Background: an optimization exercise with open tools, aiming at small area, a short achievable clock period and few clock cycles. Do not read the settings as production practice. RTL that was checked went through simulation tests only; none was proved equivalent to the original. No activity file was given, so power comes from the tool's default toggle rates.

==> module hufdec, before the edit <==
module hufdec (
    input  wire        clk,
    input  wire        rst,           
    input  wire        cmd_valid,
    output wire        cmd_ready,
    input  wire [1:0]  cmd_op,        
    input  wire [23:0] cmd_arg,
    output reg         out_valid,
    input  wire        out_ready,
    output reg         out_end,       
    output wire [7:0]  out_data,
    output wire [1:0]  out_reason     
);
  localparam W = 22;                  
  localparam CW = 5;
  localparam [1:0] OP_START = 2'd0, OP_BYTE = 2'd1, OP_END = 2'd2;
  reg          rdy;                   
  reg          s_v;                   
  reg  [1:0]   s_op;
  reg  [7:0]   s_b;                   
  reg          nz;                    
  reg          run;                   
  reg  [W-1:0] bbuf;                  
  reg  [CW-1:0] cnt;
  reg  [23:0]  rem;
  reg          dec_p;
  reg          eq1, eq2;              
  reg  [3:0]   ocnt;
  reg          out_lim;               
  reg  [7:0]   o_data;                
  reg          k_v, k_end, k_lim;     
  reg  [7:0]   k_data;
  assign cmd_ready  = rdy;
  assign out_data   = o_data;
  assign out_reason = o_data[1:0];
  wire [11:0] t = bbuf[W-1:W-12];
  wire c2, c3, c4, c6, c8, c11, c12;
  hufdec_len u_len (.t(t), .c2(c2), .c3(c3), .c4(c4), .c6(c6), .c8(c8), .c11(c11), .c12(c12));
  wire [7:0] sym;
  wire       eos;
  hufdec_val u_val (.t(t), .c3(c3), .c4(c4), .c6(c6), .c8(c8), .c11(c11), .c12(c12),
                    .val(sym), .eos(eos));
  wire en   = run & ~k_v;
  wire g2   = en & c2  & (cnt >= 2);
  wire g3   = en & c3  & (cnt >= 3);
  wire g4   = en & c4  & (cnt >= 4);
  wire g6   = en & c6  & (cnt >= 6);
  wire g8   = en & c8  & (cnt >= 8);
  wire g11  = en & c11 & (cnt >= 11);
  wire g12  = en & c12 & (cnt >= 12);
  wire go   = g2 | g3 | g4 | g6 | g8 | g11 | g12;
  wire drained = ~run | ~((c2 & (cnt >= 2)) | (c3 & (cnt >= 3)) | (c4 & (cnt >= 4)) |
                         (c6 & (cnt >= 6)) | (c8 & (cnt >= 8)) | (c11 & (cnt >= 11)) |
                         (c12 & (cnt >= 12)));
  wire s_start = s_v & (s_op == OP_START);
  wire s_byte  = s_v & (s_op == OP_BYTE);
  wire s_end   = s_v & (s_op == OP_END);
  wire ctl_ok  = drained & ~k_v;
  wire do_start = s_start & ctl_ok;
  wire do_end   = s_end & ctl_ok;
  wire room     = (cnt <= W - 8);    
  wire do_byte  = s_byte & room;
  wire s_done   = s_byte ? room : (s_start | s_end) ? ctl_ok : 1'b1;
  wire n_zero   = nz;
  wire rem1     = s_start ? (ocnt == 4'd1) : dec_p ? eq2 : eq1;
  wire sym_byte = go & ~eos;
  wire stop     = (go & eos) | (sym_byte & rem1) | (do_end & run);
  wire [W-1:0] ins = do_byte ? ({s_b, {(W-8){1'b0}}} >> cnt) : {W{1'b0}};
  wire [W-1:0] bm  = bbuf | ins;
  wire keep = ~go & ~do_start;
  wire [W-1:0] bbuf_n = ({W{keep}} & bm)        | ({W{g2}}  & (bm << 2))  |
                        ({W{g3}}  & (bm << 3))  | ({W{g4}}  & (bm << 4))  |
                        ({W{g6}}  & (bm << 6))  | ({W{g8}}  & (bm << 8))  |
                        ({W{g11}} & (bm << 11)) | ({W{g12}} & (bm << 12));
  wire [CW-1:0] ci = do_byte ? cnt + 5'd8 : cnt;
  wire [CW-1:0] cnt_d = ({CW{keep}} & ci)          | ({CW{g2}}  & (ci - 5'd2)) |
                        ({CW{g3}}  & (ci - 5'd3))  | ({CW{g4}}  & (ci - 5'd4)) |
                        ({CW{g6}}  & (ci - 5'd6))  | ({CW{g8}}  & (ci - 5'd8)) |
                        ({CW{g11}} & (ci - 5'd11)) | ({CW{g12}} & (ci - 5'd12));
  wire run_n = do_start ? ~n_zero : (run & ~stop);
  wire [CW-1:0] cnt_n = run_n ? cnt_d : {CW{1'b0}};
  wire       push   = go | (do_start & n_zero) | (do_end & run);
  wire       p_end  = ~sym_byte;
  wire       p_lim  = sym_byte & rem1;
  wire [7:0] p_data = sym_byte ? sym : {6'd0, go ? 2'd2 : do_end ? 2'd3 : 2'd1};
  wire out_take = out_valid & out_ready;
  wire out_free = ~out_valid | out_ready;
  wire fire = cmd_valid & rdy;
  wire fire_start = fire & (cmd_op == OP_START);
  wire [5:0] rem_c   = {|rem[23:5], rem[4:0]} - {5'd0, dec_p} - {5'd0, sym_byte};
  wire [3:0] ocnt_ld = (rem_c >= 6'd15) ? 4'd15 : rem_c[3:0];
  wire s_v_n = fire | (s_v & ~s_done);
  wire [1:0] s_op_n = fire ? cmd_op : s_op;
  wire s_ctl_n = s_v_n & ~s_op_n[0];   
  wire s_byte_n = s_v_n & (s_op_n == OP_BYTE);
  wire k_v_n = out_take & out_lim ? k_v | push :
               out_free ? (k_v & push) : (k_v | push);
  wire fits_n = ~run_n | do_start | (keep & (ci <= W - 8)) | (g2 & (ci <= W - 6)) |
                (g3 & (ci <= W - 5)) | (g4 & (ci <= W - 4)) | (g6 & (ci <= W - 2)) |
                g8 | g11 | g12;
  wire rdy_n = s_ctl_n ? (~run_n & ~k_v_n) :
               s_byte_n ? fits_n : 1'b1;
  always @(posedge clk) begin
    if (rst) begin
      rdy       <= 1'b1;
      s_v       <= 1'b0;
      run       <= 1'b0;
      cnt       <= {CW{1'b0}};
      out_valid <= 1'b0;
      k_v       <= 1'b0;
    end else begin
      rdy <= rdy_n;
      s_v <= s_v_n;
      run <= run_n;
      cnt <= cnt_n;
      k_v <= k_v_n;
      if (out_take & out_lim)
        out_valid <= 1'b1;
      else if (out_free)
        out_valid <= k_v | push;
    end
    s_op <= s_op_n;
    if (rdy) s_b <= cmd_arg[7:0];
    bbuf <= bbuf_n;
    dec_p <= sym_byte & ~s_start & ~fire_start;
    if (fire_start) begin
      nz   <= (cmd_arg == 24'd0);
      rem  <= cmd_arg;
      eq1  <= (cmd_arg == 24'd1);
      eq2  <= (cmd_arg == 24'd2);
      ocnt <= ocnt_ld;
    end else begin
      if (s_start & sym_byte)
        ocnt <= ocnt - 4'd1;
      if (dec_p) begin
        rem <= rem - 24'd1;
        eq1 <= (rem == 24'd2);
        eq2 <= (rem == 24'd3);
      end
    end
    if (out_take & out_lim) begin
      out_end     <= 1'b1;
      out_lim     <= 1'b0;
      o_data[1:0] <= 2'd1;
    end else if (out_free) begin
      if (k_v) begin
        out_end <= k_end;
        out_lim <= k_lim;
        o_data  <= k_data;
      end else begin
        out_end <= p_end;
        out_lim <= p_lim;
        o_data  <= p_data;
      end
    end
    if (push) begin
      k_end  <= p_end;
      k_lim  <= p_lim;
      k_data <= p_data;
    end
  end
endmodule
Settings: LEC_CHECK=0, ABC_AREA=1, CAP_MARGIN=20, CORE_MARGIN=2, CORE_UTILIZATION=40, SLEW_MARGIN=20; clock period 10.0 ns.
standard.sh (not shown) runs the stock make flow with config.mk's settings and CLKGATE_MAP_FILE= SYNTH_SCRIPT=/design/flow/synth_recipe.tcl, a recipe that flattens the netlist after the stock synthesis.
==> flow/flow/run.sh <==
#!/bin/bash
# Layout flow: the standard flow (standard.sh, ORFS synthesis to finish)
# with these changes, all inside synthesis mapping and timing repair:
#  - ABC maps the logic with flow/abc_area.script, an area-oriented script
#    (amap), in place of ORFS's abc_area.script; yosys's passes and the
#    flip-flop mapping are the standard ones, so the registers are the same
#  - no full-adder extraction before ABC (ADDER_MAP_FILE empty)
#  - repair_timing keeps SETUP_SLACK_MARGIN ns of setup slack on the 10 ns
#    clock, so it sizes and buffers for a shorter achieved period
# The clock, I/O delays and all other constraints are the design's own.
# Logs: standard.log here, each ORFS step's log under orfs/logs.
set -euo pipefail
W=$PWD
F=$W/flow
MARGIN=${MARGIN:-7}
# ORFS's synth.tcl with the abc call given our script
sed "s#log_cmd abc {\*}\$abc_args#lset abc_args 1 $F/abc_area.script; log_cmd abc {*}\$abc_args#" \
  "$FLOW_HOME/scripts/synth.tcl" > "$W/synth_abc.tcl"
grep -q "lset abc_args 1" "$W/synth_abc.tcl"
# The standard flow's synthesis script, sourcing that copy
sed "s#source \$::env(SCRIPTS_DIR)/synth.tcl#source $W/synth_abc.tcl#" "$W/synth_recipe.tcl" > "$W/synth_top.tcl"
grep -q "synth_abc.tcl" "$W/synth_top.tcl"
bash standard.sh SYNTH_SCRIPT="$W/synth_top.tcl" ADDER_MAP_FILE= \
  SETUP_SLACK_MARGIN=$MARGIN finish > standard.log 2>&1
==> flow/flow/abc_area.script <==
strash
dc2
dch -f
map -a -B 0.9
topo
stime -c
buffer -c
upsize -c
dnsize -c
Next try:
--- a/flow/design.v
+++ b/flow/design.v
@@ -45,21 +45,18 @@
   localparam W = 22;                  
   localparam CW = 5;
   localparam [1:0] OP_START = 2'd0, OP_BYTE = 2'd1, OP_END = 2'd2;
   reg          rdy;                   
   reg          s_v;                   
   reg  [1:0]   s_op;
-  reg  [7:0]   s_b;                   
-  reg          nz;                    
+  reg  [23:0]  s_arg;
   reg          run;                   
   reg  [W-1:0] bbuf;                  
   reg  [CW-1:0] cnt;
   reg  [23:0]  rem;
-  reg          dec_p;
-  reg          eq1, eq2;              
-  reg  [3:0]   ocnt;
+  reg          rem1;
   reg          out_lim;               
   reg  [7:0]   o_data;                
   reg          k_v, k_end, k_lim;     
   reg  [7:0]   k_data;
   assign cmd_ready  = rdy;
   assign out_data   = o_data;
@@ -89,17 +86,16 @@
   wire ctl_ok  = drained & ~k_v;
   wire do_start = s_start & ctl_ok;
   wire do_end   = s_end & ctl_ok;
   wire room     = (cnt <= W - 8);    
   wire do_byte  = s_byte & room;
   wire s_done   = s_byte ? room : (s_start | s_end) ? ctl_ok : 1'b1;
-  wire n_zero   = nz;
-  wire rem1     = s_start ? (ocnt == 4'd1) : dec_p ? eq2 : eq1;
+  wire n_zero   = (s_arg == 24'd0);
   wire sym_byte = go & ~eos;
   wire stop     = (go & eos) | (sym_byte & rem1) | (do_end & run);
-  wire [W-1:0] ins = do_byte ? ({s_b, {(W-8){1'b0}}} >> cnt) : {W{1'b0}};
+  wire [W-1:0] ins = do_byte ? ({s_arg[7:0], {(W-8){1'b0}}} >> cnt) : {W{1'b0}};
   wire [W-1:0] bm  = bbuf | ins;
   wire keep = ~go & ~do_start;
   wire [W-1:0] bbuf_n = ({W{keep}} & bm)        | ({W{g2}}  & (bm << 2))  |
                         ({W{g3}}  & (bm << 3))  | ({W{g4}}  & (bm << 4))  |
                         ({W{g6}}  & (bm << 6))  | ({W{g8}}  & (bm << 8))  |
                         ({W{g11}} & (bm << 11)) | ({W{g12}} & (bm << 12));
@@ -114,15 +110,12 @@
   wire       p_end  = ~sym_byte;
   wire       p_lim  = sym_byte & rem1;
   wire [7:0] p_data = sym_byte ? sym : {6'd0, go ? 2'd2 : do_end ? 2'd3 : 2'd1};
   wire out_take = out_valid & out_ready;
   wire out_free = ~out_valid | out_ready;
   wire fire = cmd_valid & rdy;
-  wire fire_start = fire & (cmd_op == OP_START);
-  wire [5:0] rem_c   = {|rem[23:5], rem[4:0]} - {5'd0, dec_p} - {5'd0, sym_byte};
-  wire [3:0] ocnt_ld = (rem_c >= 6'd15) ? 4'd15 : rem_c[3:0];
   wire s_v_n = fire | (s_v & ~s_done);
   wire [1:0] s_op_n = fire ? cmd_op : s_op;
   wire s_ctl_n = s_v_n & ~s_op_n[0];   
   wire s_byte_n = s_v_n & (s_op_n == OP_BYTE);
   wire k_v_n = out_take & out_lim ? k_v | push :
                out_free ? (k_v & push) : (k_v | push);
@@ -148,29 +141,20 @@
       if (out_take & out_lim)
         out_valid <= 1'b1;
       else if (out_free)
         out_valid <= k_v | push;
     end
     s_op <= s_op_n;
-    if (rdy) s_b <= cmd_arg[7:0];
+    if (rdy) s_arg <= cmd_arg;
     bbuf <= bbuf_n;
-    dec_p <= sym_byte & ~s_start & ~fire_start;
-    if (fire_start) begin
-      nz   <= (cmd_arg == 24'd0);
-      rem  <= cmd_arg;
-      eq1  <= (cmd_arg == 24'd1);
-      eq2  <= (cmd_arg == 24'd2);
-      ocnt <= ocnt_ld;
-    end else begin
-      if (s_start & sym_byte)
-        ocnt <= ocnt - 4'd1;
-      if (dec_p) begin
-        rem <= rem - 24'd1;
-        eq1 <= (rem == 24'd2);
-        eq2 <= (rem == 24'd3);
-      end
+    if (do_start) begin
+      rem  <= s_arg;
+      rem1 <= (s_arg == 24'd1);
+    end else if (sym_byte) begin
+      rem  <= rem - 24'd1;
+      rem1 <= (rem == 24'd2);
     end
     if (out_take & out_lim) begin
       out_end     <= 1'b1;
       out_lim     <= 1'b0;
       o_data[1:0] <= 2'd1;
     end else if (out_free) begin
Result: First-iteration DRC count drops by 20%. Count of clock-buffer cells in the layout increases by 2. Cell count goes down by 7.3%. Power increases by 20%. Routed wire length fell by 6.3%. Cell area fell by 6.0%.
Testbench counts after the change, summed over its fixed seeds: cycles 52,649.
No functional check of the RTL was part of the first run of this note.

[static timing again, ports no longer ideal]
No port has a modelled driver above. Below, the same layouts with a new extraction and two added sets of constraints. Step 1 sets driving cells, clkbuf_16 on the clock port and buf_2 on the other inputs (assumed; they add their load-dependent delay and slew). Step 2 times the ports against the registers' clock, not the clock port: input delays grow and output delays shrink by t, the midpoint of the rising clock arrivals with the driver on. a / b / c = ideal ports / drivers / drivers and shift; a / b = the first two.
| run | t (ns) | slack for setup (ns) | worst hold slack (ns) | worst setup path at the end | worst register clock-pin slew, ns |
|---|---|---|---|---|---|
| the first run | 0.402 | 6.752 / 6.752 / 6.444 | 0.480 / 0.480 / 0.480 | input to register | 0.08 / 0.08 |
| the second run | 0.399 | 6.933 / 6.933 / 6.669 | 0.491 / 0.491 / 0.491 | input to register | 0.07 / 0.07 |
After both steps every run listed still meets setup and hold. The setup slack of the first run, which loses most, moves by 0.000 ns with the drivers and by -0.308 ns with both steps.
